From an optimization exercise on the open Yosys and OpenROAD flow, aimed at a short achievable clock period and few clock cycles; shortcuts taken in it are not production practice. Only simulation tests tie the RTL to the original design; equivalence was not proved. Power figures rest on the tool's default switching activity, not on a simulated workload.

===== flow/design.v =====
module dstu_mac_pad (
    input  wire        clk,
    input  wire        rst,
    input  wire [1:0]  macsel,
    input  wire        cmd_valid,
    output wire        cmd_ready,
    input  wire [31:0] cmd_word,
    input  wire [31:0] cmd_arg0,
    input  wire [31:0] cmd_arg1,
    input  wire [31:0] cmd_arg2,
    output reg         rsp_valid,
    output reg  [2:0]  rsp_err,
    output wire [31:0] rsp_ret,
    input  wire [2:0]  sr_sel,
    output reg  [31:0] sr_data,
    output wire [31:0] kb_addr,
    input  wire [7:0]  kb_data,
    output wire [31:0] ib_addr,
    input  wire [7:0]  ib_data,
    output wire        ob_we,
    output wire [31:0] ob_addr,
    output wire [7:0]  ob_data,
    output wire [1:0]  eng_cfg,
    input  wire [7:0]  eng_blklen,
    output wire        eng_abs_valid,
    output reg  [7:0]  eng_abs_byte,
    input  wire        eng_abs_ready,
    output wire        eng_reset,
    output wire        eng_final,
    input  wire        eng_dig_valid,
    input  wire [7:0]  eng_dig_byte,
    output wire        eng_dig_ready
);
    localparam [31:0] ALG_ID  = 32'h44535455;    
    localparam integer KEY_MAX = 64;
    localparam [1:0] UNINIT = 2'd0, KEYED = 2'd1, STALE = 2'd2, CFGFAULT = 2'd3;
    localparam [2:0] E_OK = 3'd0, E_CFG = 3'd1, E_STATE = 3'd2, E_LEN = 3'd3, E_ILL = 3'd4;
    localparam [7:0] OP_INIT = 8'h01, OP_UPDB = 8'h02, OP_UPDM = 8'h03, OP_FINAL = 8'h04,
                     OP_RESET = 8'h05, OP_GETSIZE = 8'h06, OP_GETNAME = 8'h07;
    localparam [3:0] S_IDLE  = 4'd0,
                     S_CHK   = 4'd1,    
                     S_IPREP = 4'd2,    
                     S_IABS  = 4'd3,    
                     S_UABS  = 4'd4,    
                     S_BABS  = 4'd5,    
                     S_FPAD  = 4'd6,    
                     S_FKEY  = 4'd7,    
                     S_FFIN  = 4'd8,    
                     S_FDIG  = 4'd9;    
    reg  [3:0]  state;
    reg         rdy;
    reg  [1:0]  fsm;
    reg  [1:0]  cfg;           
    reg  [6:0]  macsize;
    reg  [63:0] cnt;
    reg  [7:0]  cmod;          
    reg  [6:0]  klen;
    reg  [7:0]  ikey [0:KEY_MAX-1];
    reg  [31:0] ret;
    reg  [2:0]  err;
    reg  [3:0]  sticky;
    reg         is_fin;
    reg  [31:0] a_olen;        
    reg  [31:0] a_off;         
    reg  [31:0] a_len;         
    reg  [7:0]  ubyte;         
    reg  [6:0]  key_len;       
    reg  [8:0]  pos;           
    reg  [8:0]  rcnt;          
    reg  [31:0] rlen;          
    reg  [31:0] ib_i;          
    reg  [31:0] ib_a;          
    reg  [8:0]  kb_a;          
    reg         dv;            
    reg         first;         
    reg  [63:0] vsh;           
    reg  [6:0]  kleft;         
    reg  [6:0]  dleft;         
    reg  [31:0] wa;            
    reg         ob_we_q;
    reg  [31:0] ob_a_q;
    reg  [7:0]  ob_d_q;
    reg         eng_reset_q;
    reg  [7:0]  blk;           
    wire [7:0]  c_opc = cmd_word[7:0];
    wire [7:0]  c_mod = cmd_word[15:8];
    wire [15:0] c_rsv = cmd_word[31:16];
    wire c_mod0  = (c_mod == 8'd0);
    wire c_legal = (c_rsv == 16'd0) &&
                   ((c_opc == OP_INIT) ||
                    ((c_opc >= OP_UPDB) && (c_opc <= OP_GETNAME) && c_mod0));
    wire c_klbig = (cmd_arg0[31:7] != 25'd0) || (cmd_arg0[6] && (cmd_arg0[5:0] != 6'd0));
    wire        pk_len  = (rcnt >= 9'd9) && (rcnt <= 9'd12);
    wire        pk_mark = (pos == {2'b00, key_len});
    wire        pk_key  = (pos < {2'b00, key_len});
    reg  [7:0]  pk_const;
    always @(*) begin
        if (pk_len)
            pk_const = (rcnt == 9'd12) ? {key_len[4:0], 3'b000} :
                       (rcnt == 9'd11) ? {6'd0, key_len[6:5]} : 8'h00;
        else if (pk_mark)
            pk_const = 8'h80;
        else
            pk_const = 8'h00;
    end
    wire        pk_use_kb = !pk_len && !pk_mark && pk_key;
    wire        pb_len  = (rcnt >= 9'd5) && (rcnt <= 9'd12);
    wire [7:0]  pb_byte = pb_len ? vsh[7:0] : (first ? 8'h80 : 8'h00);
    assign cmd_ready     = rdy;
    assign rsp_ret       = ret;
    assign kb_addr       = {23'd0, kb_a};
    assign ib_addr       = ib_a;
    assign ob_we         = ob_we_q;
    assign ob_addr       = ob_a_q;
    assign ob_data       = ob_d_q;
    assign eng_cfg       = cfg;
    assign eng_reset     = rst | eng_reset_q;
    assign eng_final     = (state == S_FFIN);
    assign eng_dig_ready = (state == S_FDIG);
    assign eng_abs_valid = ((state == S_IABS) && dv) || ((state == S_UABS) && dv) ||
                           (state == S_BABS) || (state == S_FPAD) || (state == S_FKEY);
    always @(*) begin
        case (state)
            S_IABS:  eng_abs_byte = pk_use_kb ? kb_data : pk_const;
            S_UABS:  eng_abs_byte = ib_data;
            S_BABS:  eng_abs_byte = ubyte;
            S_FPAD:  eng_abs_byte = pb_byte;
            S_FKEY:  eng_abs_byte = ikey[0];
            default: eng_abs_byte = 8'h00;
        endcase
    end
    always @(*) begin
        case (sr_sel)
            3'd0:    sr_data = {20'd0, sticky, 1'b0, err, 1'b0, ~rdy, fsm};
            3'd1:    sr_data = ret;
            3'd2:    sr_data = {25'd0, macsize};
            3'd3:    sr_data = {24'd0, eng_blklen};
            3'd4:    sr_data = cnt[31:0];
            3'd5:    sr_data = cnt[63:32];
            3'd6:    sr_data = {25'd0, klen};
            default: sr_data = 32'd0;
        endcase
    end
    wire fire = eng_abs_valid && eng_abs_ready;
    wire [10:0] m1 = {3'd0, blk};
    wire [10:0] m2 = {2'd0, blk, 1'b0};
    wire [10:0] m3 = m1 + m2;
    wire [10:0] m4 = {1'd0, blk, 2'b00};
    wire [10:0] m5 = m4 + m1;
    wire [10:0] m6 = {m3[9:0], 1'b0};
    wire [10:0] kl = {4'd0, key_len};
    wire [10:0] plen = (kl < m1) ? m1 : (kl < m2) ? m2 : (kl < m3) ? m3 :
                       (kl < m4) ? m4 : (kl < m5) ? m5 : m6;
    wire [8:0]  e_rem   = {1'b0, blk} - {1'b0, cmod};
    wire [8:0]  extra   = (e_rem < 9'd12) ? {1'b0, blk} : e_rem;
    wire [32:0] upd_end = {1'b0, a_off} + {1'b0, a_len};
    wire [32:0] fin_end = {1'b0, a_off} + {26'd0, macsize};
    wire        len_bad = (is_fin ? fin_end : upd_end) > {1'b0, a_olen};
    wire [7:0]  cmod_inc = (cmod == blk - 8'd1) ? 8'd0 : cmod + 8'd1;
    task respond(input [2:0] code);
        begin
            err       <= code;
            rsp_valid <= 1'b1;
            rsp_err   <= code;
            case (code)
                E_CFG:   sticky[0] <= 1'b1;
                E_STATE: sticky[1] <= 1'b1;
                E_LEN:   sticky[2] <= 1'b1;
                E_ILL:   sticky[3] <= 1'b1;
                default: ;
            endcase
            state     <= S_IDLE;
            rdy       <= 1'b1;
        end
    endtask
    integer k;
    always @(posedge clk) begin
        blk <= eng_blklen;
        if (rst) begin
            state       <= S_IDLE;
            rdy         <= 1'b1;
            cfg         <= macsel;
            case (macsel)
                2'b00:   begin macsize <= 7'd32; fsm <= UNINIT;   end
                2'b01:   begin macsize <= 7'd48; fsm <= UNINIT;   end
                2'b10:   begin macsize <= 7'd64; fsm <= UNINIT;   end
                default: begin macsize <= 7'd0;  fsm <= CFGFAULT; end
            endcase
            cnt         <= 64'd0;
            cmod        <= 8'd0;
            klen        <= 7'd0;
            ret         <= 32'd0;
            err         <= E_OK;
            sticky      <= 4'd0;
            rsp_valid   <= 1'b0;
            rsp_err     <= E_OK;
            eng_reset_q <= 1'b1;
            ob_we_q     <= 1'b0;
        end else begin
            rsp_valid   <= 1'b0;
            eng_reset_q <= 1'b0;
            ob_we_q     <= 1'b0;
            case (state)
                S_IDLE: begin
                    if (cmd_valid) begin
                        is_fin <= (c_opc == OP_FINAL);
                        a_olen <= cmd_arg0;
                        a_off  <= cmd_arg1;
                        a_len  <= cmd_arg2;
                        ubyte  <= cmd_arg0[7:0];
                        key_len <= cmd_arg0[6:0];
                        ib_a   <= cmd_arg1;
                        ib_i   <= cmd_arg1;
                        wa     <= cmd_arg1;
                        rlen   <= cmd_arg2;
                        kb_a   <= 9'd0;
                        pos    <= 9'd0;
                        dv     <= 1'b0;
                        if (!c_legal)
                            respond(E_ILL);
                        else if (fsm == CFGFAULT)
                            respond(E_CFG);
                        else begin
                            case (c_opc)
                                OP_INIT:
                                    if (!c_mod0 || c_klbig)
                                        respond(E_CFG);
                                    else begin
                                        state <= S_IPREP;
                                        rdy   <= 1'b0;
                                    end
                                OP_UPDB:
                                    if (fsm != KEYED)
                                        respond(E_STATE);
                                    else begin
                                        state <= S_BABS;
                                        rdy   <= 1'b0;
                                    end
                                OP_UPDM, OP_FINAL: begin
                                    state <= S_CHK;
                                    rdy   <= 1'b0;
                                end
                                OP_RESET: begin
                                    cnt         <= 64'd0;
                                    cmod        <= 8'd0;
                                    eng_reset_q <= 1'b1;
                                    if (fsm == KEYED)
                                        fsm <= STALE;
                                    respond(E_OK);
                                end
                                OP_GETSIZE: begin
                                    ret <= {25'd0, macsize};
                                    respond(E_OK);
                                end
                                default: begin   
                                    ret <= ALG_ID;
                                    respond(E_OK);
                                end
                            endcase
                        end
                    end
                end
                S_CHK: begin
                    if (len_bad)
                        respond(E_LEN);
                    else if (fsm != KEYED)
                        respond(E_STATE);
                    else if (is_fin) begin
                        rcnt  <= extra;
                        vsh   <= {cnt[60:0], 3'b000};
                        first <= 1'b1;
                        state <= S_FPAD;
                    end else if (a_len == 32'd0)
                        respond(E_OK);
                    else begin
                        dv    <= 1'b1;
                        ib_a  <= ib_a + 32'd1;
                        state <= S_UABS;
                    end
                end
                S_IPREP: begin
                    rcnt  <= plen[8:0];
                    dv    <= 1'b1;
                    kb_a  <= kb_a + 9'd1;
                    state <= S_IABS;
                end
                S_IABS: begin
                    if (fire) begin
                        if (pos < {2'b00, key_len})
                            ikey[pos[5:0]] <= ~kb_data;
                        pos  <= pos + 9'd1;
                        rcnt <= rcnt - 9'd1;
                        kb_a <= kb_a + 9'd1;
                        if (rcnt == 9'd1) begin
                            klen <= key_len;
                            cnt  <= 64'd0;
                            cmod <= 8'd0;
                            fsm  <= KEYED;
                            respond(E_OK);
                        end
                    end else begin
                        dv   <= !dv;
                        kb_a <= dv ? pos : kb_a + 9'd1;
                    end
                end
                S_UABS: begin
                    if (fire) begin
                        cnt  <= cnt + 64'd1;
                        cmod <= cmod_inc;
                        ib_i <= ib_i + 32'd1;
                        ib_a <= ib_a + 32'd1;
                        rlen <= rlen - 32'd1;
                        if (rlen == 32'd1)
                            respond(E_OK);
                    end else begin
                        dv   <= !dv;
                        ib_a <= dv ? ib_i : ib_a + 32'd1;
                    end
                end
                S_BABS: begin
                    if (fire) begin
                        cnt  <= cnt + 64'd1;
                        cmod <= cmod_inc;
                        respond(E_OK);
                    end
                end
                S_FPAD: begin
                    if (fire) begin
                        first <= 1'b0;
                        rcnt  <= rcnt - 9'd1;
                        if (pb_len)
                            vsh <= {8'd0, vsh[63:8]};
                        if (rcnt == 9'd1) begin
                            kleft <= klen;
                            state <= (klen == 7'd0) ? S_FFIN : S_FKEY;
                        end
                    end
                end
                S_FKEY: begin
                    if (fire) begin
                        for (k = 0; k < KEY_MAX - 1; k = k + 1)
                            ikey[k] <= ikey[k + 1];
                        kleft <= kleft - 7'd1;
                        if (kleft == 7'd1)
                            state <= S_FFIN;
                    end
                end
                S_FFIN: begin
                    cnt   <= 64'd0;
                    cmod  <= 8'd0;
                    dleft <= macsize;
                    state <= S_FDIG;
                end
                S_FDIG: begin
                    if (eng_dig_valid) begin
                        ob_we_q <= 1'b1;
                        ob_a_q  <= wa;
                        ob_d_q  <= eng_dig_byte;
                        wa      <= wa + 32'd1;
                        dleft   <= dleft - 7'd1;
                        if (dleft == 7'd1) begin
                            ret <= {25'd0, macsize};
                            fsm <= STALE;
                            respond(E_OK);
                        end
                    end
                end
                default:
                    state <= S_IDLE;
            endcase
        end
    end
endmodule

===== flow/run.sh =====
#!/bin/bash
# synth_recipe.tcl (not shown) runs the flow's synth.tcl, then flattens the netlist and writes it again
# the make line also repeats each setting of config.mk as NAME=value (left out here)
make -C /OpenROAD-flow-scripts/flow DESIGN_CONFIG=/design/flow/config.mk WORK_HOME=/design/flow/orfs CLKGATE_MAP_FILE= SYNTH_SCRIPT=/design/flow/synth_recipe.tcl finish

===== flow/config.mk =====
export PLATFORM = sky130hd
export DESIGN_NAME = dstu_mac_pad
export DESIGN_NICKNAME = dstu_mac_pad
export VERILOG_FILES = /design/flow/design.v
export SDC_FILE = /design/flow/constraint.sdc
export NUM_CORES = 4
export LEC_CHECK = 0
export CAP_MARGIN = 20
export CORE_MARGIN = 2
export CORE_UTILIZATION = 40
export SLEW_MARGIN = 20

===== flow/constraint.sdc =====
create_clock -name core_clock -period 10.0 [get_ports {clk}]
set_input_delay 2.0000 -clock core_clock [delete_from_list [all_inputs] [get_ports {clk}]]
set_output_delay 2.0000 -clock core_clock [all_outputs]
set_load 0.01 [all_outputs]

==> results.cfg, run 1 <==
[status]
status = complete, no violations

[global_route]
grt_usage_pct = 20.99
antenna_found_initial = 7
overflow = 0
grt_pass1_wl_um = 205200
grt_pass1_vias = 33273
grt_max_degree = 215

[yosys]
synthMostInstantiatedCell = edfxtp_1
synth_top_area_share_pct = 54.49
syn_avg_cell_area_um2 = 11.49
synth_compound_area_share_pct = 16.25
muxShareOfSynthArea_pct = 1.399
synthCells = 4274
yosys-top-cells-area = edfxtp_1 (54%), a21o_1 (8.4%), dfxtp_1 (4.3%), ha_1 (3.7%), nand2_1 (3.4%)
synth_commonest_cells = edfxtp_1 (891), a21o_1 (547), nand2_1 (448)
ys_async_sr_fraction_pct = 0
ys_seq_elements = 997
synth-simple-area-share_pct = 11.61
syn-cell-area_um2 = 49100
synth_flop_cell = edfxtp_1
ys_types = 80
yosysSeqAreaShare_pct = 58.82
synth_xor_area_share_pct = 4.477
yosys.area.top_type = edfxtp_1
synth_top_family_by_area = compound AO/OA/AOI/OAI gates
synthAdderAreaFrac_pct = 3.909
synth-edff-count = 891
synth_warnings = 1

[cts]
clkLatencyLatePin_ns = 0.71
post-cts-setup-buffers = 0
cts_max_path_buffers = 3
hold_buffers = 0
cts_num_sinks = 997
cts_tree = done
clockRootBuffer = clkbuf_16
cts_resized = 0
cts.clk_slew.worst_paths_ns = 0.06
cts_buffers = 104
htree_levels = 3

[placement]
gp_congestion = 0.8872
dp_slack_ns = 2.895
placed_area_um2 = 53890
io_buffers = 316
dp_hpwl_um = 93360

[power_and_ir_drop]
leakage_nw = 22.45
ir_drop_uv = 155.6
power.density_nw_per_um2 = 163.6
power_mw = 9.385

[worst_setup_path]
cp.arrival_ns = 4.73
cp-end-kind = primary output
critPathLaunchType = flop
crit_fanout = 9
worstSetupPathType = reg -> out
required_ns = 8.00

[sta]
hold_violations = 0
max_freq_mhz = 148.6
rsz0062_at_grt = false
layout_worst_path_cycle_share_pct = 67.29
worstMarginPinSlew_ns = 1.071
setup_viol = 0
layout_min_cycle_time_ns = 6.729
clock_skew_ns = 0.06299
max_slew_margin_pct = 28.03
fin_tns_setup_ns = 0
maxSlewViolCount = 0
holdWs_ns = 0.4814
timing.final.ws_setup_ns = 3.271

[layout]
fillerInstances = 11147
drive_above_1_share_pct = 6.499
area_delta_synth_final_pct = 16.83
stdcell_area_um2 = 57360
fin_nets = 4847

[routing]
routed_wirelength_um = 134400
ant_nets = 0
dr_wl_met2_um = 61570
top_layer_used = met5
vias = 34182
initialDrtViolationCount = 3009
drt-wirelength-per-cell_um = 21.52
via_per_inst = 5.473
routed-wl-met3_um = 8187
route.detailed.drc = 0
first_pass_iters = 5
met1Wirelength_um = 60460

[flow_run]
drv_cap = 0

[die]
initial_core_util_pct = 40.34
core.rowCount = 128
ios = 358
die_x_um = 354.4
die-area_um2 = 125600
die_y_um = 354.4
coreArea_um2 = 121700

[hold_path]
hp-class = reg -> reg
==> cell usage in the layout, fill, tap and decap left out, types with 20 or more instances in the layout <==
master,n
nor2_1,280
nor3_1,58
clkbuf_1,21
nand4_1,48
clkinv_1,21
a211oi_1,27
or3_1,20
clkinv_2,20
nand2_1,446
conb_1,41
o21ai_0,226
xnor2_1,136
buf_4,71
a22oi_1,21
dfxtp_1,106
ha_1,147
clkdlybuf4s50_1,314
o21ai_1,40
nand2b_1,26
edfxtp_1,891
a21oi_1,146
nand3_1,107
a21o_1,547
inv_1,122
xor2_1,115
nor4_1,36
clkbuf_16,104
and3_1,49
mux2i_1,36
and2_1,26
o221ai_1,27
nor2b_1,56
==> power by group <==
| group | internal [mW] | switching (mW) |
|---|---|---|
| logic | 0.345 | 0.455 |
| registers | 4.61 | 0.0794 |
| clock network | 2.21 | 1.69 |
==> state kept, by name, summed over array words and instances, names as in the netlist, 9 cells and up <==
signal / cells
kb_a: 9
a_olen: 32
a_off: 32
wa: 32
vsh: 64
ikey: 512
pos: 9
rcnt: 9
rlen: 32
ob_a_q: 32
a_len: 32
ib_a: 32
cnt: 64
ib_i: 32
==> cell families (layout without fill, tap and decap cells) <==
| group | Yosys count | count (layout) |
|---|---|---|
| xor gates and xnor gates | 251 | 251 |
| DFF | 997 | 997 |
| adders and majority gates | 151 | 151 |
| buffers and inverters | 407 | 709 |
| AOI/OAI and AO/OA | 1181 | 1181 |
| muxes | 60 | 60 |
| other | 1 | 45 |
| and+or+nand+nor | 1226 | 1226 |
==> metrics by stage <==
stage / util (%) / instances
floorplan: - / 4314
global placement: 44.28 / 6043
detailed placement: 44.28 / 6043
CTS: 47.08 / 6239
global route: 47.12 / 6243
finish: 47.13 / 6245
==> per-layer routing <==
layer,track usage [%],up-vias
li1,-,16128
met1,29.62,16858
met2,33.06,982
met3,3.275,210
met4,6.907,4
met5,0,-
==> final timing paths <==
check | startpoint | endpoint | slack (ns) | depth (start not counted)
worst max register to register | is_fin | vsh[21] | 3.34 | 20
worst max-delay path | a_olen[5] | eng_abs_byte[1] | 3.27 | 11
worst min register to register | wa[31] | ob_a_q[31] | 0.48 | 0
worst min-delay path | wa[31] | ob_a_q[31] | 0.48 | 0
==> final cells by class <==
type / instances / area, µm² / area share (%)
Sequential cell: 997 / 28880 / 50.34
Multi-Input combinational cell: 2910 / 18830 / 32.83
Timing Repair Buffer: 390 / 3741 / 6.522
Clock buffer: 128 / 2723 / 4.747
Tap cell: 1625 / 2033 / 3.545
Clock inverter: 68 / 681.9 / 1.189
Inverter: 123 / 461.7 / 0.8049
Antenna cell: 4 / 10.01 / 0.01745
==> worst max-delay path, cell delays in order (launching register included) <==
cell and delay [ns]:
edfxtp_1 0.77, inv_1 0.26, ha_1 0.36, nor2b_1 0.13, o21ai_0 0.13, o21ai_0 0.11, nor4_1 0.19, buf_4 0.19
nor3b_1 0.79, a22oi_1 0.20, o221ai_1 0.28, clkdlybuf4s50_1 0.59
Testbench counts, summed over its fixed seeds: cycles 105,120.
==> run 2: changes to the inputs <==
--- a/flow/config.mk
+++ b/flow/config.mk
@@ -7,2 +7,3 @@
 export LEC_CHECK = 0
+export ABC_CLOCK_PERIOD_IN_PS = 4000
 export CAP_MARGIN = 20
@@ -10,2 +11,3 @@
 export CORE_UTILIZATION = 40
+export SETUP_SLACK_MARGIN = 5
 export SLEW_MARGIN = 20
==> results.cfg, run 2 <==
[global_route]
antenna_found_initial = 8
grt_pass1_vias = 34445
grt_pass1_wl_um = 212300
grt_usage_pct = 21.72
overflow = 0
grt_max_degree = 105

[routing]
initialDrtViolationCount = 3386
first_pass_iters = 6
via_per_inst = 5.535
route.detailed.drc = 0
ant_nets = 0
drt-wirelength-per-cell_um = 21.92
vias = 35261
routed_wirelength_um = 139700

[yosys]
ys_async_sr_fraction_pct = 0
syn-cell-area_um2 = 49100
synthMostInstantiatedCell = edfxtp_1
yosys.area.top_type = edfxtp_1
synth_commonest_cells = edfxtp_1 (891), a21o_1 (547), nand2_1 (448)
synth_top_area_share_pct = 54.49
synthCells = 4274
syn_avg_cell_area_um2 = 11.49
ys_types = 80
ys_seq_elements = 997
synth_flop_cell = edfxtp_1
synth-edff-count = 891
yosys-top-cells-area = edfxtp_1 (54%), a21o_1 (8.4%), dfxtp_1 (4.3%), ha_1 (3.7%), nand2_1 (3.4%)
synth_warnings = 1
yosysSeqAreaShare_pct = 58.82

[sta]
max_freq_mhz = 189.4
layout_min_cycle_time_ns = 5.281
max_slew_margin_pct = 28.64
worstMarginPinSlew_ns = 1.070
hold_violations = 0
rsz0062_at_grt = true
fin_tns_setup_ns = 0
maxSlewViolCount = 0
clock_skew_ns = 0.06809
layout_worst_path_cycle_share_pct = 52.81
setup_viol = 0

[worst_setup_path]
critPathLaunchType = flop
required_ns = 10.39
cp-end-kind = flop
crit_fanout = 8
cp.arrival_ns = 5.68
rr_worst_depth = 24
worstSetupPathType = reg -> reg

[die]
coreArea_um2 = 121700
die-area_um2 = 125600
die_y_um = 354.4
initial_core_util_pct = 40.34
die_x_um = 354.4
core.rowCount = 128
ios = 358

[cts]
cts_num_sinks = 997
clockRootBuffer = clkbuf_16
hold_buffers = 0
cts_max_path_buffers = 3
htree_levels = 3
cts.clk_slew.worst_paths_ns = 0.06
cts_tree = done
clkLatencyLatePin_ns = 0.72
cts_buffers = 107

[power_and_ir_drop]
pwr-share-comb_pct = 9.6
switching_power_mw = 2.316
power.density_nw_per_um2 = 159.2
internal_power_mw = 7.181
pwr-share-clk_pct = 41.1
ir_drop_uv = 157.4
leakage_nw = 23.61
p_seq_share_pct = 49.3
p_sw_share_pct = 24.39

[layout]
largest_register_ffs = 512
final_cell_mix = edfxtp_1 (891), a21o_1 (547), nand2_1 (442), nor2_1 (273), clkdlybuf4s50_1 (264)
stdcell_area_um2 = 59650
fin_cells = 6371
reg_top3 = ikey: 512 flops, cnt: 64 flops, vsh: 64 flops
regMostFlops = ikey
drive_above_1_share_pct = 12.41
fin_nets = 4977
final_common_cell = edfxtp_1
area_delta_synth_final_pct = 21.48

[status]
status = complete, no violations

[hold_path]
hp-class = reg -> reg
min_path_cells = 1

[flow_run]
drv_cap = 0

[placement]
io_buffers = 316
dp_cells = 6045
dp_hpwl_um = 93930
placed_area_um2 = 54020
gp_congestion = 0.8844
==> run 2: cell counts after synthesis <==
No cell type changed its count.
==> run 2: kinds of logic after synthesis <==
kind of cell,synth area share [%]
AND/OR/NAND/NOR,11.61
AO/OA/AOI/OAI,16.25
flip-flops,58.82
buffers and inverters,3.532
XOR/XNOR,4.477
adder cells (fa/ha/maj),3.909
multiplexers,1.399
other,0.007638
==> run 2: layer usage <==
| layer | vias up | GRT usage (%) | wire, µm |
|---|---|---|---|
| li1 | 16397 | - | - |
| met1 | 17458 | 30.23 | 61890 |
| met2 | 1167 | 34.32 | 63830 |
| met3 | 235 | 3.815 | 9291 |
| met4 | 4 | 7.331 | 4639 |
| met5 | - | 0 | 23 |
==> run 2: worst paths after layout <==
| kind | start | slack (ns) | endpoint |
|---|---|---|---|
| worst max-delay path | is_fin | 4.72 | vsh[60] |
| worst min-delay path | ikey[21][6] | 0.46 | ikey[20][6] |
| worst max register to register | is_fin | 4.72 | vsh[60] |
| worst min register to register | ikey[21][6] | 0.46 | ikey[20][6] |
==> run 2: final cells by class <==
class | count | area (µm²)
Fill cell | 10892 | 62070
Sequential cell | 997 | 28880
Multi-Input combinational cell | 2910 | 19730
Timing Repair Buffer | 517 | 5126
Clock buffer | 136 | 2806
Tap cell | 1625 | 2033
Clock inverter | 62 | 598.1
Inverter | 123 | 469.2
Antenna cell | 1 | 2.502
==> run 2: power groups by stage <==
stage,sequential [mW],combinational (mW),clock [mW]
3_5_place_dp,4.78,0.794,0
6_report,4.69,0.911,3.90
3_3_place_gp,4.78,0.786,0
5_1_grt,4.69,0.992,4.14
2_1_floorplan,4.75,0.510,0
4_1_cts,4.68,0.880,3.98
==> run 2: critical path: stages (launching register included) <==
cell and delay (ns):
edfxtp_1 0.50, buf_6 0.17, mux2_4 0.30, ha_4 0.24, a2111oi_4 0.30, o21ai_1 0.13, a311oi_2 0.27, buf_4 0.19
a221oi_2 0.07, o311ai_2 0.22, buf_4 0.18, o21bai_1 0.06, a21oi_1 0.17, xnor2_1 0.09, ha_1 0.29, nand4_1 0.16
nor4_4 0.26, nand3_2 0.16, nor4_4 0.23, nor2_4 0.09, o21a_4 0.26, nor3_4 0.21, buf_6 0.17, buf_12 0.11
buf_16 0.13
==> run 2: metrics by stage <==
step	util, %	total power, mW	setup slack [ns]	hold slack [ns]
finish	49.00	9.497	4.719	0.4572
global route	49.00	9.822	4.537	0.4887
CTS	48.52	9.544	4.745	0.4625
detailed placement	44.38	5.574	3.595	0.4584
global placement	44.38	5.565	3.659	0.4589
floorplan	-	5.261	4.048	0.4327
==> run 2: timing repair <==
item / CTS / global route
setup buffers: 84 / 26
endpoints found under the hold margin: 0 / 0
pin swaps: 42 / 54
cloned: 14 / 1
resized for setup: 310 / 100
endpoints found under the setup margin: 353 / 170
==> run 3: changes to the inputs <==
--- a/flow/design.v
+++ b/flow/design.v
@@ -10,4 +10,4 @@
     input  wire [31:0] cmd_arg2,
-    output reg         rsp_valid,
-    output reg  [2:0]  rsp_err,
+    output wire        rsp_valid,
+    output wire [2:0]  rsp_err,
     output wire [31:0] rsp_ret,
@@ -50,3 +50,5 @@
     reg  [3:0]  state;
-    reg         rdy;
+    reg         rdy;           
+    reg         rsp_q;         
+    reg  [2:0]  rsp_err_q;
     reg  [1:0]  fsm;
@@ -79,5 +81,2 @@
     reg  [31:0] wa;            
-    reg         ob_we_q;
-    reg  [31:0] ob_a_q;
-    reg  [7:0]  ob_d_q;
     reg         eng_reset_q;
@@ -108,3 +107,17 @@
     wire [7:0]  pb_byte = pb_len ? vsh[7:0] : (first ? 8'h80 : 8'h00);
-    assign cmd_ready     = rdy;
+    wire st_iabs = (state == S_IABS);
+    wire st_uabs = (state == S_UABS);
+    wire st_babs = (state == S_BABS);
+    wire st_fpad = (state == S_FPAD);
+    wire st_fkey = (state == S_FKEY);
+    wire st_fdig = (state == S_FDIG);
+    assign eng_abs_valid = ((st_iabs || st_uabs) && dv) || st_babs || st_fpad || st_fkey;
+    wire last_abs = (st_iabs && dv && (rcnt == 9'd1)) ||
+                    (st_uabs && dv && (rlen == 32'd1)) ||
+                    st_babs;
+    wire last_dig = st_fdig && (dleft == 7'd1);
+    wire done_now = (last_abs && eng_abs_ready) || (last_dig && eng_dig_valid);
+    assign cmd_ready     = rdy | done_now;
+    assign rsp_valid     = rsp_q | done_now;
+    assign rsp_err       = rsp_err_q;
     assign rsp_ret       = ret;
@@ -112,5 +125,5 @@
     assign ib_addr       = ib_a;
-    assign ob_we         = ob_we_q;
-    assign ob_addr       = ob_a_q;
-    assign ob_data       = ob_d_q;
+    assign ob_we         = st_fdig && eng_dig_valid;
+    assign ob_addr       = wa;
+    assign ob_data       = eng_dig_byte;
     assign eng_cfg       = cfg;
@@ -118,5 +131,3 @@
     assign eng_final     = (state == S_FFIN);
-    assign eng_dig_ready = (state == S_FDIG);
-    assign eng_abs_valid = ((state == S_IABS) && dv) || ((state == S_UABS) && dv) ||
-                           (state == S_BABS) || (state == S_FPAD) || (state == S_FKEY);
+    assign eng_dig_ready = st_fdig;
     always @(*) begin
@@ -133,3 +144,3 @@
         case (sr_sel)
-            3'd0:    sr_data = {20'd0, sticky, 1'b0, err, 1'b0, ~rdy, fsm};
+            3'd0:    sr_data = {20'd0, sticky, 1'b0, err, 1'b0, ~cmd_ready, fsm};
             3'd1:    sr_data = ret;
@@ -144,2 +155,3 @@
     wire fire = eng_abs_valid && eng_abs_ready;
+    wire acc  = cmd_valid && cmd_ready;
     wire [10:0] m1 = {3'd0, blk};
@@ -157,3 +169,5 @@
     wire [32:0] fin_end = {1'b0, a_off} + {26'd0, macsize};
-    wire        len_bad = (is_fin ? fin_end : upd_end) > {1'b0, a_olen};
+    wire        upd_bad = upd_end > {1'b0, a_olen};
+    wire        fin_bad = fin_end > {1'b0, a_olen};
+    wire        len_bad = is_fin ? fin_bad : upd_bad;
     wire [7:0]  cmod_inc = (cmod == blk - 8'd1) ? 8'd0 : cmod + 8'd1;
@@ -162,4 +176,4 @@
             err       <= code;
-            rsp_valid <= 1'b1;
-            rsp_err   <= code;
+            rsp_q     <= 1'b1;
+            rsp_err_q <= code;
             case (code)
@@ -175,2 +189,8 @@
     endtask
+    task finish;
+        begin
+            state <= S_IDLE;
+            rdy   <= 1'b1;
+        end
+    endtask
     integer k;
@@ -194,71 +214,17 @@
             sticky      <= 4'd0;
-            rsp_valid   <= 1'b0;
-            rsp_err     <= E_OK;
-            eng_reset_q <= 1'b1;
-            ob_we_q     <= 1'b0;
+            rsp_q       <= 1'b0;
+            rsp_err_q   <= E_OK;
+            eng_reset_q <= 1'b0;
+            dv          <= 1'b0;
         end else begin
-            rsp_valid   <= 1'b0;
+            rsp_q       <= 1'b0;
+            rsp_err_q   <= E_OK;
             eng_reset_q <= 1'b0;
-            ob_we_q     <= 1'b0;
             case (state)
-                S_IDLE: begin
-                    if (cmd_valid) begin
-                        is_fin <= (c_opc == OP_FINAL);
-                        a_olen <= cmd_arg0;
-                        a_off  <= cmd_arg1;
-                        a_len  <= cmd_arg2;
-                        ubyte  <= cmd_arg0[7:0];
-                        key_len <= cmd_arg0[6:0];
-                        ib_a   <= cmd_arg1;
-                        ib_i   <= cmd_arg1;
-                        wa     <= cmd_arg1;
-                        rlen   <= cmd_arg2;
-                        kb_a   <= 9'd0;
-                        pos    <= 9'd0;
-                        dv     <= 1'b0;
-                        if (!c_legal)
-                            respond(E_ILL);
-                        else if (fsm == CFGFAULT)
-                            respond(E_CFG);
-                        else begin
-                            case (c_opc)
-                                OP_INIT:
-                                    if (!c_mod0 || c_klbig)
-                                        respond(E_CFG);
-                                    else begin
-                                        state <= S_IPREP;
-                                        rdy   <= 1'b0;
-                                    end
-                                OP_UPDB:
-                                    if (fsm != KEYED)
-                                        respond(E_STATE);
-                                    else begin
-                                        state <= S_BABS;
-                                        rdy   <= 1'b0;
-                                    end
-                                OP_UPDM, OP_FINAL: begin
-                                    state <= S_CHK;
-                                    rdy   <= 1'b0;
-                                end
-                                OP_RESET: begin
-                                    cnt         <= 64'd0;
-                                    cmod        <= 8'd0;
-                                    eng_reset_q <= 1'b1;
-                                    if (fsm == KEYED)
-                                        fsm <= STALE;
-                                    respond(E_OK);
-                                end
-                                OP_GETSIZE: begin
-                                    ret <= {25'd0, macsize};
-                                    respond(E_OK);
-                                end
-                                default: begin   
-                                    ret <= ALG_ID;
-                                    respond(E_OK);
-                                end
-                            endcase
-                        end
-                    end
-                end
                 S_CHK: begin
+                    rcnt  <= {1'b0, extra[7:0]};
+                    vsh   <= {cnt[60:0], 3'b000};
+                    first <= 1'b1;
+                    dv    <= 1'b1;
+                    ib_a  <= ib_a + 32'd1;
                     if (len_bad)
@@ -268,5 +234,7 @@
                     else if (is_fin) begin
-                        rcnt  <= extra;
-                        vsh   <= {cnt[60:0], 3'b000};
-                        first <= 1'b1;
+                        cnt   <= 64'd0;
+                        cmod  <= 8'd0;
+                        fsm   <= STALE;
+                        ret   <= {25'd0, macsize};
+                        err   <= E_OK;
                         state <= S_FPAD;
@@ -275,4 +243,4 @@
                     else begin
-                        dv    <= 1'b1;
-                        ib_a  <= ib_a + 32'd1;
+                        cnt   <= cnt + {32'd0, a_len};
+                        err   <= E_OK;
                         state <= S_UABS;
@@ -284,2 +252,7 @@
                     kb_a  <= kb_a + 9'd1;
+                    klen  <= key_len;
+                    cnt   <= 64'd0;
+                    cmod  <= 8'd0;
+                    fsm   <= KEYED;
+                    err   <= E_OK;
                     state <= S_IABS;
@@ -293,9 +266,4 @@
                         kb_a <= kb_a + 9'd1;
-                        if (rcnt == 9'd1) begin
-                            klen <= key_len;
-                            cnt  <= 64'd0;
-                            cmod <= 8'd0;
-                            fsm  <= KEYED;
-                            respond(E_OK);
-                        end
+                        if (rcnt == 9'd1)
+                            finish;
                     end else begin
@@ -307,3 +275,2 @@
                     if (fire) begin
-                        cnt  <= cnt + 64'd1;
                         cmod <= cmod_inc;
@@ -313,3 +280,3 @@
                         if (rlen == 32'd1)
-                            respond(E_OK);
+                            finish;
                     end else begin
@@ -321,5 +288,4 @@
                     if (fire) begin
-                        cnt  <= cnt + 64'd1;
                         cmod <= cmod_inc;
-                        respond(E_OK);
+                        finish;
                     end
@@ -348,4 +314,2 @@
                 S_FFIN: begin
-                    cnt   <= 64'd0;
-                    cmod  <= 8'd0;
                     dleft <= macsize;
@@ -355,17 +319,69 @@
                     if (eng_dig_valid) begin
-                        ob_we_q <= 1'b1;
-                        ob_a_q  <= wa;
-                        ob_d_q  <= eng_dig_byte;
-                        wa      <= wa + 32'd1;
-                        dleft   <= dleft - 7'd1;
-                        if (dleft == 7'd1) begin
+                        wa    <= wa + 32'd1;
+                        dleft <= dleft - 7'd1;
+                        if (dleft == 7'd1)
+                            finish;
+                    end
+                end
+                default: ;
+            endcase
+            if (acc) begin
+                is_fin  <= (c_opc == OP_FINAL);
+                a_olen  <= cmd_arg0;
+                a_off   <= cmd_arg1;
+                a_len   <= cmd_arg2;
+                ubyte   <= cmd_arg0[7:0];
+                key_len <= cmd_arg0[6:0];
+                ib_a    <= cmd_arg1;
+                ib_i    <= cmd_arg1;
+                wa      <= cmd_arg1;
+                rlen    <= cmd_arg2;
+                kb_a    <= 9'd0;
+                pos     <= 9'd0;
+                dv      <= 1'b0;
+                if (!c_legal)
+                    respond(E_ILL);
+                else if (fsm == CFGFAULT)
+                    respond(E_CFG);
+                else begin
+                    case (c_opc)
+                        OP_INIT:
+                            if (!c_mod0 || c_klbig)
+                                respond(E_CFG);
+                            else begin
+                                state <= S_IPREP;
+                                rdy   <= 1'b0;
+                            end
+                        OP_UPDB:
+                            if (fsm != KEYED)
+                                respond(E_STATE);
+                            else begin
+                                cnt   <= cnt + 64'd1;
+                                err   <= E_OK;
+                                state <= S_BABS;
+                                rdy   <= 1'b0;
+                            end
+                        OP_UPDM, OP_FINAL: begin
+                            state <= S_CHK;
+                            rdy   <= 1'b0;
+                        end
+                        OP_RESET: begin
+                            cnt         <= 64'd0;
+                            cmod        <= 8'd0;
+                            eng_reset_q <= 1'b1;
+                            if (fsm == KEYED)
+                                fsm <= STALE;
+                            respond(E_OK);
+                        end
+                        OP_GETSIZE: begin
                             ret <= {25'd0, macsize};
-                            fsm <= STALE;
                             respond(E_OK);
                         end
-                    end
+                        default: begin   
+                            ret <= ALG_ID;
+                            respond(E_OK);
+                        end
+                    endcase
                 end
-                default:
-                    state <= S_IDLE;
-            endcase
+            end
         end
==> results.cfg, run 3 <==
[status]
status = complete, no violations

[die]
die_x_um = 369.7
core.rowCount = 134
initial_core_util_pct = 40.18
die-area_um2 = 136700
ios = 358
die_y_um = 369.7
coreArea_um2 = 133100

[sta]
max_slew_margin_pct = 20.11
worstMarginPinSlew_ns = 1.194
holdWs_ns = 0.4528
timing.final.ws_setup_ns = 4.543
layout_worst_path_cycle_share_pct = 54.57
maxSlewViolCount = 0
setup_viol = 0
max_freq_mhz = 183.3
hold_violations = 0
rsz0062_at_grt = true
layout_min_cycle_time_ns = 5.457
clock_skew_ns = 0.04348
fin_tns_setup_ns = 0

[global_route]
overflow = 0
grt_max_degree = 208
grt.busiest_layer = met2
antenna_found_initial = 11
grt_usage_pct = 25.96
grt_pass1_wl_um = 268000
met2_usage_pct = 40.46
globalRouteMet3Util_pct = 5.497
met1_usage_pct = 35.74
grt_pass1_vias = 41295

[layout]
final_common_cell = edfxtp_1
area_delta_synth_final_pct = 22.59
regMostFlops = ikey
reg_top3 = ikey: 512 flops, cnt: 64 flops, vsh: 64 flops
drive_above_1_share_pct = 14.44
final_cell_mix = edfxtp_1 (848), a21o_1 (567), nand2_1 (551), nor2_1 (280), a21oi_1 (262)
finish.utilization_pct = 49.26
fillerInstances = 12073
fin_cells = 7338
stdcell_area_um2 = 65570
fin_nets = 5863
largest_register_ffs = 512

[cts]
clockRootBuffer = clkbuf_16
htree_levels = 3
cts_num_sinks = 987
cts_max_path_buffers = 3
clkLatencyLatePin_ns = 0.75
cts_tree = done
cts_buffers = 109
cts.clk_slew.worst_paths_ns = 0.06

[yosys]
synth-simple-area-share_pct = 13.73
synth_xor_area_share_pct = 4.584
ys_types = 95
synth_warnings = 1
synth_compound_area_share_pct = 18.92
synth-edff-count = 848
synthMostInstantiatedCell = edfxtp_1
synthAdderAreaFrac_pct = 5.230
muxShareOfSynthArea_pct = 1.212
synth_flop_cell = edfxtp_1
syn-cell-area_um2 = 53490
yosysSeqAreaShare_pct = 52.81
ys_async_sr_fraction_pct = 0
synthCells = 5078
synth_top_family_by_area = compound AO/OA/AOI/OAI gates
ys_seq_elements = 987
synth_commonest_cells = edfxtp_1 (848), a21o_1 (569), nand2_1 (568)
synth_top_area_share_pct = 47.60
yosys.area.top_type = edfxtp_1
syn_avg_cell_area_um2 = 10.53
yosys-top-cells-area = edfxtp_1 (48%), a21o_1 (8.0%), dfxtp_1 (5.2%), ha_1 (5.0%), nand2_1 (4.0%)

[power_and_ir_drop]
power.density_nw_per_um2 = 154.0
ir_drop_uv = 159.2
power_mw = 10.10
leakage_nw = 25.64

[routing]
via_per_inst = 5.854
route.detailed.drc = 0
initialDrtViolationCount = 4413
ant_nets = 0
drt-wirelength-per-cell_um = 24.92
first_pass_iters = 6
routed_wirelength_um = 182900
vias = 42956

[placement]
io_buffers = 318
placed_area_um2 = 58400
dp_slack_ns = 3.165
dp_hpwl_um = 126100
dp_cells = 6930
gp_congestion = 0.9396

[worst_setup_path]
critPathLaunchType = input pin
regToRegSetupSlack_ns = 4.59
worstSetupPathType = in -> out
crit_fanout = 6
cp-end-kind = primary output
cp.arrival_ns = 3.46
required_ns = 8.00

[hold_path]
hp-class = reg -> reg

[flow_run]
drv_cap = 0
run 3: logic make-up (layout without fill, tap and decap cells):
kind of cell / Yosys count / after routing
muxes: 55 / 55
DFF: 987 / 987
AOI/OAI and AO/OA: 1526 / 1526
buffers and inverters: 462 / 926
adders and majority gates: 220 / 220
other: 1 / 26
and+or+nand+nor: 1547 / 1550
xor gates and xnor gates: 280 / 280
run 3: power breakdown:
part | internal (mW) | total [mW] | switching [mW] | leakage [nW]
clock network | 2.45 | 4.21 | 1.76 | 1.78
registers | 4.57 | 4.68 | 0.108 | 8.88
logic | 0.522 | 1.22 | 0.694 | 15.0
total | 7.54 | 10.1 | 2.56 | 25.6
run 3: area by class of cell:
class	instances	area [µm²]	area share, %
flip-flops and latches	987	28250	43.08
well taps	1768	2212	3.373
multi-input cells	3654	25120	38.30
repair buffers	586	5768	8.796
clock buffers	127	2848	4.343
inverters	135	518.0	0.7899
clock inverters	78	853.3	1.301
diodes	3	7.507	0.01145
run 3: layer usage:
layer	vias to the layer above	share of wire (%)	wire length [µm]
li1	19565	-	-
met1	21174	42	77530
met2	1879	45	82430
met3	330	8.9	16250
met4	8	3.6	6623
met5	-	0.031	57
run 3: final timing paths:
| path | start | end | depth (start not counted) |
|---|---|---|---|
| worst max-delay path | sr_sel[0] | sr_data[29] | 11 |
| worst min-delay path | sticky[0] | sticky[0] | 2 |
| worst max register to register | a_off[3] | cnt[62] | 25 |
| worst min register to register | sticky[0] | sticky[0] | 2 |
run 3: repair_timing:
| item | CTS | global route |
|---|---|---|
| endpoints found under the setup margin | 293 | 170 |
| pin swaps | 128 | 129 |
| hold buffers | 0 | 0 |
| setup buffers | 127 | 52 |
| gates cloned | 13 | 5 |
| gates resized for setup | 456 | 179 |
run 3: critical path, cell delays in order:
cell and delay [ns]:
buf_12 0.10, buf_8 0.12, buf_6 0.11, buf_12 0.12
buf_16 0.13, buf_4 0.13, buf_4 0.12, mux2_2 0.28
a22oi_1 0.15, nor2_1 0.06, clkbuf_2 0.12
Testbench counts of run 3, summed over its fixed seeds: cycles 104,051.
==> run 4: changes to the inputs <==
--- a/flow/design.v
+++ b/flow/design.v
@@ -63,3 +63,2 @@
     reg  [3:0]  sticky;
-    reg         is_fin;
     reg  [31:0] a_olen;        
@@ -77,2 +76,3 @@
     reg         first;         
+    reg         fchk;          
     reg  [63:0] vsh;           
@@ -113,3 +113,4 @@
     wire st_fdig = (state == S_FDIG);
-    assign eng_abs_valid = ((st_iabs || st_uabs) && dv) || st_babs || st_fpad || st_fkey;
+    assign eng_abs_valid = ((st_iabs || st_uabs) && dv) || st_babs || (st_fpad && (!fchk || fin_ok)) ||
+                           st_fkey;
     wire last_abs = (st_iabs && dv && (rcnt == 9'd1)) ||
@@ -142,15 +143,14 @@
     end
+    wire [7:0] sr_hot = 8'd1 << sr_sel;
     always @(*) begin
-        case (sr_sel)
-            3'd0:    sr_data = {20'd0, sticky, 1'b0, err, 1'b0, ~cmd_ready, fsm};
-            3'd1:    sr_data = ret;
-            3'd2:    sr_data = {25'd0, macsize};
-            3'd3:    sr_data = {24'd0, eng_blklen};
-            3'd4:    sr_data = cnt[31:0];
-            3'd5:    sr_data = cnt[63:32];
-            3'd6:    sr_data = {25'd0, klen};
-            default: sr_data = 32'd0;
-        endcase
+        sr_data = ({32{sr_hot[0]}} & {20'd0, sticky, 1'b0, err, 1'b0, ~cmd_ready, fsm}) |
+                  ({32{sr_hot[1]}} & ret) |
+                  ({32{sr_hot[2]}} & {25'd0, macsize}) |
+                  ({32{sr_hot[3]}} & {24'd0, eng_blklen}) |
+                  ({32{sr_hot[4]}} & cnt[31:0]) |
+                  ({32{sr_hot[5]}} & cnt[63:32]) |
+                  ({32{sr_hot[6]}} & {25'd0, klen});
     end
     wire fire = eng_abs_valid && eng_abs_ready;
+    wire [7:0]  cmod_inc = (cmod == blk - 8'd1) ? 8'd0 : cmod + 8'd1;
     wire acc  = cmd_valid && cmd_ready;
@@ -165,3 +165,4 @@
                        (kl < m4) ? m4 : (kl < m5) ? m5 : m6;
-    wire [8:0]  e_rem   = {1'b0, blk} - {1'b0, cmod};
+    wire [7:0]  cmod_nx = ((st_uabs || st_babs) && fire) ? cmod_inc : cmod;
+    wire [8:0]  e_rem   = {1'b0, blk} - {1'b0, cmod_nx};
     wire [8:0]  extra   = (e_rem < 9'd12) ? {1'b0, blk} : e_rem;
@@ -171,4 +172,3 @@
     wire        fin_bad = fin_end > {1'b0, a_olen};
-    wire        len_bad = is_fin ? fin_bad : upd_bad;
-    wire [7:0]  cmod_inc = (cmod == blk - 8'd1) ? 8'd0 : cmod + 8'd1;
+    wire        fin_ok  = !fin_bad && (fsm == KEYED);
     task respond(input [2:0] code);
@@ -224,8 +224,5 @@
                 S_CHK: begin
-                    rcnt  <= {1'b0, extra[7:0]};
-                    vsh   <= {cnt[60:0], 3'b000};
-                    first <= 1'b1;
                     dv    <= 1'b1;
                     ib_a  <= ib_a + 32'd1;
-                    if (len_bad)
+                    if (upd_bad)
                         respond(E_LEN);
@@ -233,10 +230,3 @@
                         respond(E_STATE);
-                    else if (is_fin) begin
-                        cnt   <= 64'd0;
-                        cmod  <= 8'd0;
-                        fsm   <= STALE;
-                        ret   <= {25'd0, macsize};
-                        err   <= E_OK;
-                        state <= S_FPAD;
-                    end else if (a_len == 32'd0)
+                    else if (a_len == 32'd0)
                         respond(E_OK);
@@ -293,2 +283,16 @@
                 S_FPAD: begin
+                    if (fchk) begin
+                        if (fin_bad)
+                            respond(E_LEN);
+                        else if (fsm != KEYED)
+                            respond(E_STATE);
+                        else begin
+                            fchk <= 1'b0;
+                            cnt  <= 64'd0;
+                            cmod <= 8'd0;
+                            fsm  <= STALE;
+                            ret  <= {25'd0, macsize};
+                            err  <= E_OK;
+                        end
+                    end
                     if (fire) begin
@@ -328,3 +332,6 @@
             if (acc) begin
-                is_fin  <= (c_opc == OP_FINAL);
+                rcnt    <= {1'b0, extra[7:0]};
+                vsh     <= {cnt[60:0], 3'b000};
+                first   <= 1'b1;
+                fchk    <= 1'b1;
                 a_olen  <= cmd_arg0;
@@ -363,5 +370,9 @@
                             end
-                        OP_UPDM, OP_FINAL: begin
+                        OP_UPDM: begin
                             state <= S_CHK;
                             rdy   <= 1'b0;
+                        end
+                        OP_FINAL: begin
+                            state <= S_FPAD;
+                            rdy   <= 1'b0;
                         end
==> results.cfg, run 4 <==
[global_route]
grt_pass1_vias = 42118
grt_usage_pct = 26.28
overflow = 0
grt_max_degree = 238
grt_pass1_wl_um = 272800
antenna_found_initial = 12

[cts]
cts_max_path_buffers = 3
cts_num_sinks = 987
htree_levels = 3
clockRootBuffer = clkbuf_16
cts_tree = done
cts.clk_slew.worst_paths_ns = 0.06
clkLatencyLatePin_ns = 0.77
hold_buffers = 0
cts_buffers = 109

[layout]
fillerInstances = 12029
multi_input_area_um2 = 25490
reg_top3 = ikey: 512 flops, cnt: 64 flops, vsh: 64 flops
stdcell_area_um2 = 66920
largest_register_ffs = 512
final_common_cell = edfxtp_1
regMostFlops = ikey
fin_cells = 7431
fin_nets = 5950
regArea_um2 = 28250
area_delta_synth_final_pct = 24.29
final_cell_mix = edfxtp_1 (848), a21o_1 (561), nand2_1 (505), nor2_1 (328), a21oi_1 (282)
drive_above_1_share_pct = 15.81

[sta]
layout_worst_path_cycle_share_pct = 66.55
setup_viol = 0
worstMarginPinSlew_ns = 1.160
clock_skew_ns = 0.07544
timing.final.ws_setup_ns = 3.345
max_freq_mhz = 150.3
rsz0062_at_grt = true
fin_tns_setup_ns = 0
maxSlewViolCount = 0
max_slew_margin_pct = 22.21
layout_min_cycle_time_ns = 6.655
hold_violations = 0

[yosys]
yosysSeqAreaShare_pct = 52.47
syn_avg_cell_area_um2 = 10.53
yosys-top-cells-area = edfxtp_1 (47%), a21o_1 (7.8%), dfxtp_1 (5.2%), ha_1 (5.0%), nand2_1 (3.6%)
synthMostInstantiatedCell = edfxtp_1
syn-cell-area_um2 = 53840
synth-edff-count = 848
synth_warnings = 1
ys_types = 94
synth_top_area_share_pct = 47.30
synth_commonest_cells = edfxtp_1 (848), a21o_1 (562), nand2_1 (516)
yosys.area.top_type = edfxtp_1
synth_flop_cell = edfxtp_1
ys_async_sr_fraction_pct = 0
ys_seq_elements = 987
synthCells = 5111

[placement]
dp_slack_ns = 2.286
dp_hpwl_um = 125800
io_buffers = 318
gp_congestion = 0.9569
placed_area_um2 = 58900
dp_cells = 6985

[hold_path]
hp-class = reg -> reg

[die]
core.rowCount = 134
die-area_um2 = 137500
die_x_um = 370.9
initial_core_util_pct = 40.34
coreArea_um2 = 133500
die_y_um = 370.9
ios = 358

[routing]
vias = 44333
initialDrtViolationCount = 5494
via_per_inst = 5.966
route.detailed.drc = 0
first_pass_iters = 5
routed_wirelength_um = 188200
drt-wirelength-per-cell_um = 25.33
ant_nets = 0

[worst_setup_path]
critical_path.max_stage_delay_ns = 0.44
cp.arrival_ns = 7.16
crit_fanout = 7
worstSetupPathType = reg -> reg
critPathLaunchType = flop
crit_top_cell = buf_4
cp-end-kind = flop
worst_path_max_delay_cell = edfxtp_1
required_ns = 10.50

[power_and_ir_drop]
power.density_nw_per_um2 = 150.9
leakage_nw = 25.94
ir_drop_uv = 147.4

[flow_run]
drv_cap = 0

[status]
status = complete, no violations
## run 4: cell types whose count changed after synthesis, sizes merged, moves of 20 or more
| cell | change |
|---|---|
| a21oi | +20 |
| a31oi | +28 |
| nand2 | -53 |
| nor2 | +47 |
## run 4: per-layer routing
layer / track usage, % / vias up / wire, µm / share of wire [%]
met4: 11.76 / 10 / 8888 / 4.7
li1: - / 19927 / - / -
met2: 39.84 / 2237 / 83190 / 44
met3: 6.590 / 476 / 19440 / 10
met5: 0 / - / 68 / 0.036
met1: 35.43 / 21683 / 76640 / 41
## run 4: repair_timing
| item | CTS | global route |
|---|---|---|
| setup endpoints to repair | 538 | 424 |
| setup buffers | 131 | 81 |
| gates cloned | 15 | 3 |
| resized for setup | 559 | 201 |
| pin swaps | 148 | 143 |
## run 4: final cells by class
class | instances | share of cell area [%]
tap | 1768 | 3.306
timing repair buffer | 649 | 9.895
multi-input combinational | 3674 | 38.09
antenna | 8 | 0.02992
sequential | 987 | 42.22
clock inverter | 78 | 1.365
clock buffer | 129 | 4.235
inverter | 138 | 0.8564
## run 4: power by group
part	leakage [nW]	switching, mW	total, mW	internal, mW
clock	1.80	1.79	4.24	2.45
sequential	8.88	0.0989	4.65	4.55
combinational	15.3	0.671	1.21	0.543
## run 4: final timing paths
check | from | to | slack [ns] | cells after the start
hold reg to reg | sticky[2] | sticky[2] | 0.47 | 2
setup / recovery | macsize[4] | rcnt[2] | 3.34 | 34
setup reg to reg | macsize[4] | rcnt[2] | 3.34 | 34
hold / removal | sticky[2] | sticky[2] | 0.47 | 2
## run 4: worst max-delay path: cells and delay by family (launching register included)
family	cells	cell delay, ns
AND/OR/NAND/NOR	12	2.12
AO/OA/AOI/OAI	11	1.52
adder cells (fa/ha/maj)	4	1.04
multiplexers	2	0.59
buffers and inverters	4	0.52
flip-flops	1	0.44
XOR/XNOR	1	0.15
## run 4: per-stage QoR
stage / power [mW] / utilization, % / hold WS, ns
CTS: 10.04 / 48.94 / 0.4575
finish: 10.10 / 50.14 / 0.4659
global placement: 5.689 / 44.13 / 0.4436
detailed placement: 5.699 / 44.13 / 0.4403
floorplan: 5.309 / - / 0.4226
global route: 10.39 / 50.13 / 0.4930
## run 4: logic make-up after synthesis
group / synth area share (%)
AO/OA/AOI/OAI: 19.60
AND/OR/NAND/NOR: 13.50
flip-flops: 52.47
buffers and inverters: 3.621
XOR/XNOR: 4.376
adder cells (fa/ha/maj): 5.220
multiplexers: 1.220
other: 0.006965
Testbench counts of run 4, summed over its fixed seeds: cycles 103,859.
==> run 5: changes to the inputs <==
--- a/flow/design.v
+++ b/flow/design.v
@@ -67,2 +67,3 @@
     reg  [7:0]  ubyte;         
+    reg  [63:0] csum;          
     reg  [6:0]  key_len;       
@@ -233,3 +234,3 @@
                     else begin
-                        cnt   <= cnt + {32'd0, a_len};
+                        cnt   <= csum;
                         err   <= E_OK;
@@ -339,2 +340,3 @@
                 a_len   <= cmd_arg2;
+                csum    <= cnt + {32'd0, cmd_arg2};
                 ubyte   <= cmd_arg0[7:0];
==> results.cfg, run 5 <==
[cts]
cts_max_path_buffers = 3
htree_levels = 3
clkLatencyLatePin_ns = 0.76
hold_buffers = 0
cts_num_sinks = 1051
clockRootBuffer = clkbuf_16
cts_buffers = 113
cts.clk_slew.worst_paths_ns = 0.07
cts_tree = done

[sta]
max_slew_margin_pct = 13.22
rsz0062_at_grt = true
maxSlewViolCount = 0
max_freq_mhz = 146.7
fin_tns_setup_ns = 0
layout_worst_path_cycle_share_pct = 68.16
hold_violations = 0
timing.final.ws_setup_ns = 3.184
layout_min_cycle_time_ns = 6.816
clock_skew_ns = 0.05113
worstMarginPinSlew_ns = 1.298
setup_viol = 0

[power_and_ir_drop]
p_seq_share_pct = 47.4
ir_drop_uv = 183.3
leakage_nw = 28.10
power.density_nw_per_um2 = 147.0
pwr-share-clk_pct = 42.0
p_sw_share_pct = 24.48
switching_power_mw = 2.548
pwr-share-comb_pct = 10.6
internal_power_mw = 7.860

[flow_run]
drv_cap = 0

[routing]
first_pass_iters = 7
ant_nets = 0
route.detailed.drc = 0
routed_wirelength_um = 182600
vias = 43653
drt-wirelength-per-cell_um = 24.33
initialDrtViolationCount = 4990
via_per_inst = 5.815

[placement]
dp_hpwl_um = 118300
gp_congestion = 0.9370
io_buffers = 318
dp_slack_ns = 2.253
dp_cells = 6903

[global_route]
overflow = 0
grt_pass1_vias = 41675
grt_usage_pct = 25.00
grt_max_degree = 205
antenna_found_initial = 10
grt_pass1_wl_um = 267500

[worst_setup_path]
r2r-start = macsize[5]
cp_top_family = simple AND/OR/NAND/NOR gates
crit_buf_inv = 2
r2r_end = rcnt[2]
critPathLaunchType = flop
worst_path_max_delay_cell = edfxtp_1
cp.arrival_ns = 7.27
critical_path.max_stage_delay_ns = 0.42
cp-end-kind = flop
worstSetupPathType = reg -> reg
rr_worst_depth = 33
regToRegSetupSlack_ns = 3.18
crit_fanout = 6
required_ns = 10.45
crit_top_cell = ha_1

[die]
coreArea_um2 = 135800
die-area_um2 = 140000
ios = 358
die_y_um = 374.2
die_x_um = 374.2
core.rowCount = 135
initial_core_util_pct = 40.36

[hold_path]
min_to = cnt[51]
holdCritStartpoint = csum[51]
min_path_cells = 2
hp-class = reg -> reg

[yosys]
yosys.area.top_type = edfxtp_1
ys_types = 89
yosys-top-cells-area = edfxtp_1 (50%), a21o_1 (7.8%), dfxtp_1 (5.1%), ha_1 (4.9%), nand2_1 (3.7%)
synth-edff-count = 912
synth_warnings = 1
yosysSeqAreaShare_pct = 55.04
synth_flop_cell = edfxtp_1
synth_commonest_cells = edfxtp_1 (912), a21o_1 (572), nand2_1 (546)
syn-cell-area_um2 = 54820
ys_async_sr_fraction_pct = 0
ys_seq_elements = 1051
synthMostInstantiatedCell = edfxtp_1
synthCells = 5041
syn_avg_cell_area_um2 = 10.87
synth_top_area_share_pct = 49.96

[layout]
regMostFlops = ikey
fillerInstances = 11673
largest_register_ffs = 512
final_common_cell = edfxtp_1
regArea_um2 = 30170
final_cell_mix = edfxtp_1 (912), a21o_1 (570), nand2_1 (531), nor2_1 (298), clkdlybuf4s50_1 (263)
drive_above_1_share_pct = 19.99
fin_nets = 6020
area_delta_synth_final_pct = 29.19
fin_cells = 7507
multi_input_area_um2 = 25530

[status]
status = complete, no violations
[run 5: changes by cell type after synthesis, moves of 19 or more]
| cell | delta |
|---|---|
| nand3_1 | +20 |
| a21oi_1 | -33 |
| xor2_1 | +22 |
| edfxtp_1 | +64 |
| nand2_1 | +30 |
| nor2b_1 | +23 |
| clkbuf_1 | -20 |
| nor4_1 | -22 |
| inv_1 | -19 |
[run 5: layout make-up]
cell class                      count  share of cell area (%)
Antenna cell                        3                 0.01060
Clock buffer                      140                   4.281
Clock inverter                     69                   1.117
Inverter                          121                  0.6731
Multi-Input combinational cell   3571                   36.05
Sequential cell                  1051                   42.61
Tap cell                         1781                   3.147
Timing Repair Buffer              771                   12.12
[run 5: cell families after synthesis]
logic type / share of synthesized area (%)
AOI/OAI and AO/OA: 17.51
xor gates and xnor gates: 4.649
adders and majority gates: 5.126
buffers and inverters: 3.371
DFF: 55.04
muxes: 1.212
other: 0.006841
and+or+nand+nor: 13.09
[run 5: what timing repair did]
| item | CTS | global route |
|---|---|---|
| gates cloned | 36 | 6 |
| gates resized for setup | 697 | 421 |
| setup buffers | 266 | 82 |
| hold endpoints to repair | 0 | 0 |
| setup endpoints to repair | 924 | 921 |
| pin swaps | 198 | 162 |
[run 5: metrics by stage]
stage	util, %	cell area (µm²)	hold WS, ns	power, mW
final	52.15	70820	0.4281	10.41
after global routing	52.14	70810	0.4427	10.72
after CTS	50.32	68330	0.4304	10.39
after detailed placement	43.94	59670	0.4159	5.893
after global placement	43.91	59630	0.4156	5.879
after floorplan	-	55040	0.4081	5.542
[run 5: per-layer routing]
layer | up-vias | track usage (%) | wire, µm
met4 | 10 | 8.932 | 6841
met2 | 1848 | 38.89 | 82570
li1 | 19761 | - | -
met5 | - | 0 | 68
met3 | 400 | 5.167 | 15880
met1 | 21634 | 34.51 | 77280
[run 5: worst min-delay path, stage by stage, from the launching register on]
cell and delay (ns):
edfxtp_1 0.32, nand2_1 0.04, nand2_1 0.05
[run 5: power by group through the flow]
stage                     clock network, mW  logic [mW]  registers (mW)
after floorplan                           0       0.543            5.00
after global placement                    0       0.854            5.02
after detailed placement                  0       0.866            5.03
after CTS                              4.44        1.03            4.93
after global routing                   4.60        1.18            4.94
final                                  4.38        1.10            4.93
[run 5: worst max-delay path by stage]
stage,from,end,slack (ns),cells past startpoint
after global routing,macsize[5],rcnt[2],2.89,34
after CTS,macsize[5],eng_abs_valid,3.24,21
after floorplan,macsize[5],rcnt[2],3.37,34
after global placement,macsize[4],rcnt[2],2.34,29
final,macsize[5],rcnt[2],3.18,33
after detailed placement,macsize[4],rcnt[3],2.25,29
Testbench counts of run 5, summed over its fixed seeds: cycles 103,859.

[static timing again, ports no longer ideal]
How much do the figures lean on ideal ports? The routed layouts below were timed once more, with nothing changed but the port constraints. Step 1: set_driving_cell puts a clkbuf_16 on clk and a buf_2 on each other input, an assumption about the parent block. Step 2 adds t to the input delays and takes it off the output delays; t is the mean of the earliest and latest rising clock arrival at the registers after step 1. Input paths then give back, and output paths get back, about the clock's delay inside the block. a / b / c = ideal ports / drivers / drivers and shift; a / b = the first two.
run | shift t [ns] | setup slack, ns | worst setup path at the end | slew at the worst register clock pin (ns) | worst data-port slew with drivers (ns)
run 1 | 0.758 | 3.271 / 3.195 / 3.337 | register to register | 0.07 / 0.07 | 0.17
run 2 | 0.769 | 4.719 / 4.719 / 4.332 | input to register | 0.07 / 0.07 | 0.17
run 3 | 0.810 | 4.543 / 4.496 / 4.087 | input to register | 0.07 / 0.07 | 0.29
run 4 | 0.813 | 3.345 / 3.336 / 3.345 | register to register | 0.07 / 0.07 | 0.18
run 5 | 0.811 | 3.184 / 3.109 / 3.184 | register to register | 0.07 / 0.07 | 0.35
After both steps every run listed still meets setup and hold. The setup slack of run 3, which loses most, moves by -0.047 ns with the drivers and by -0.456 ns with both steps.
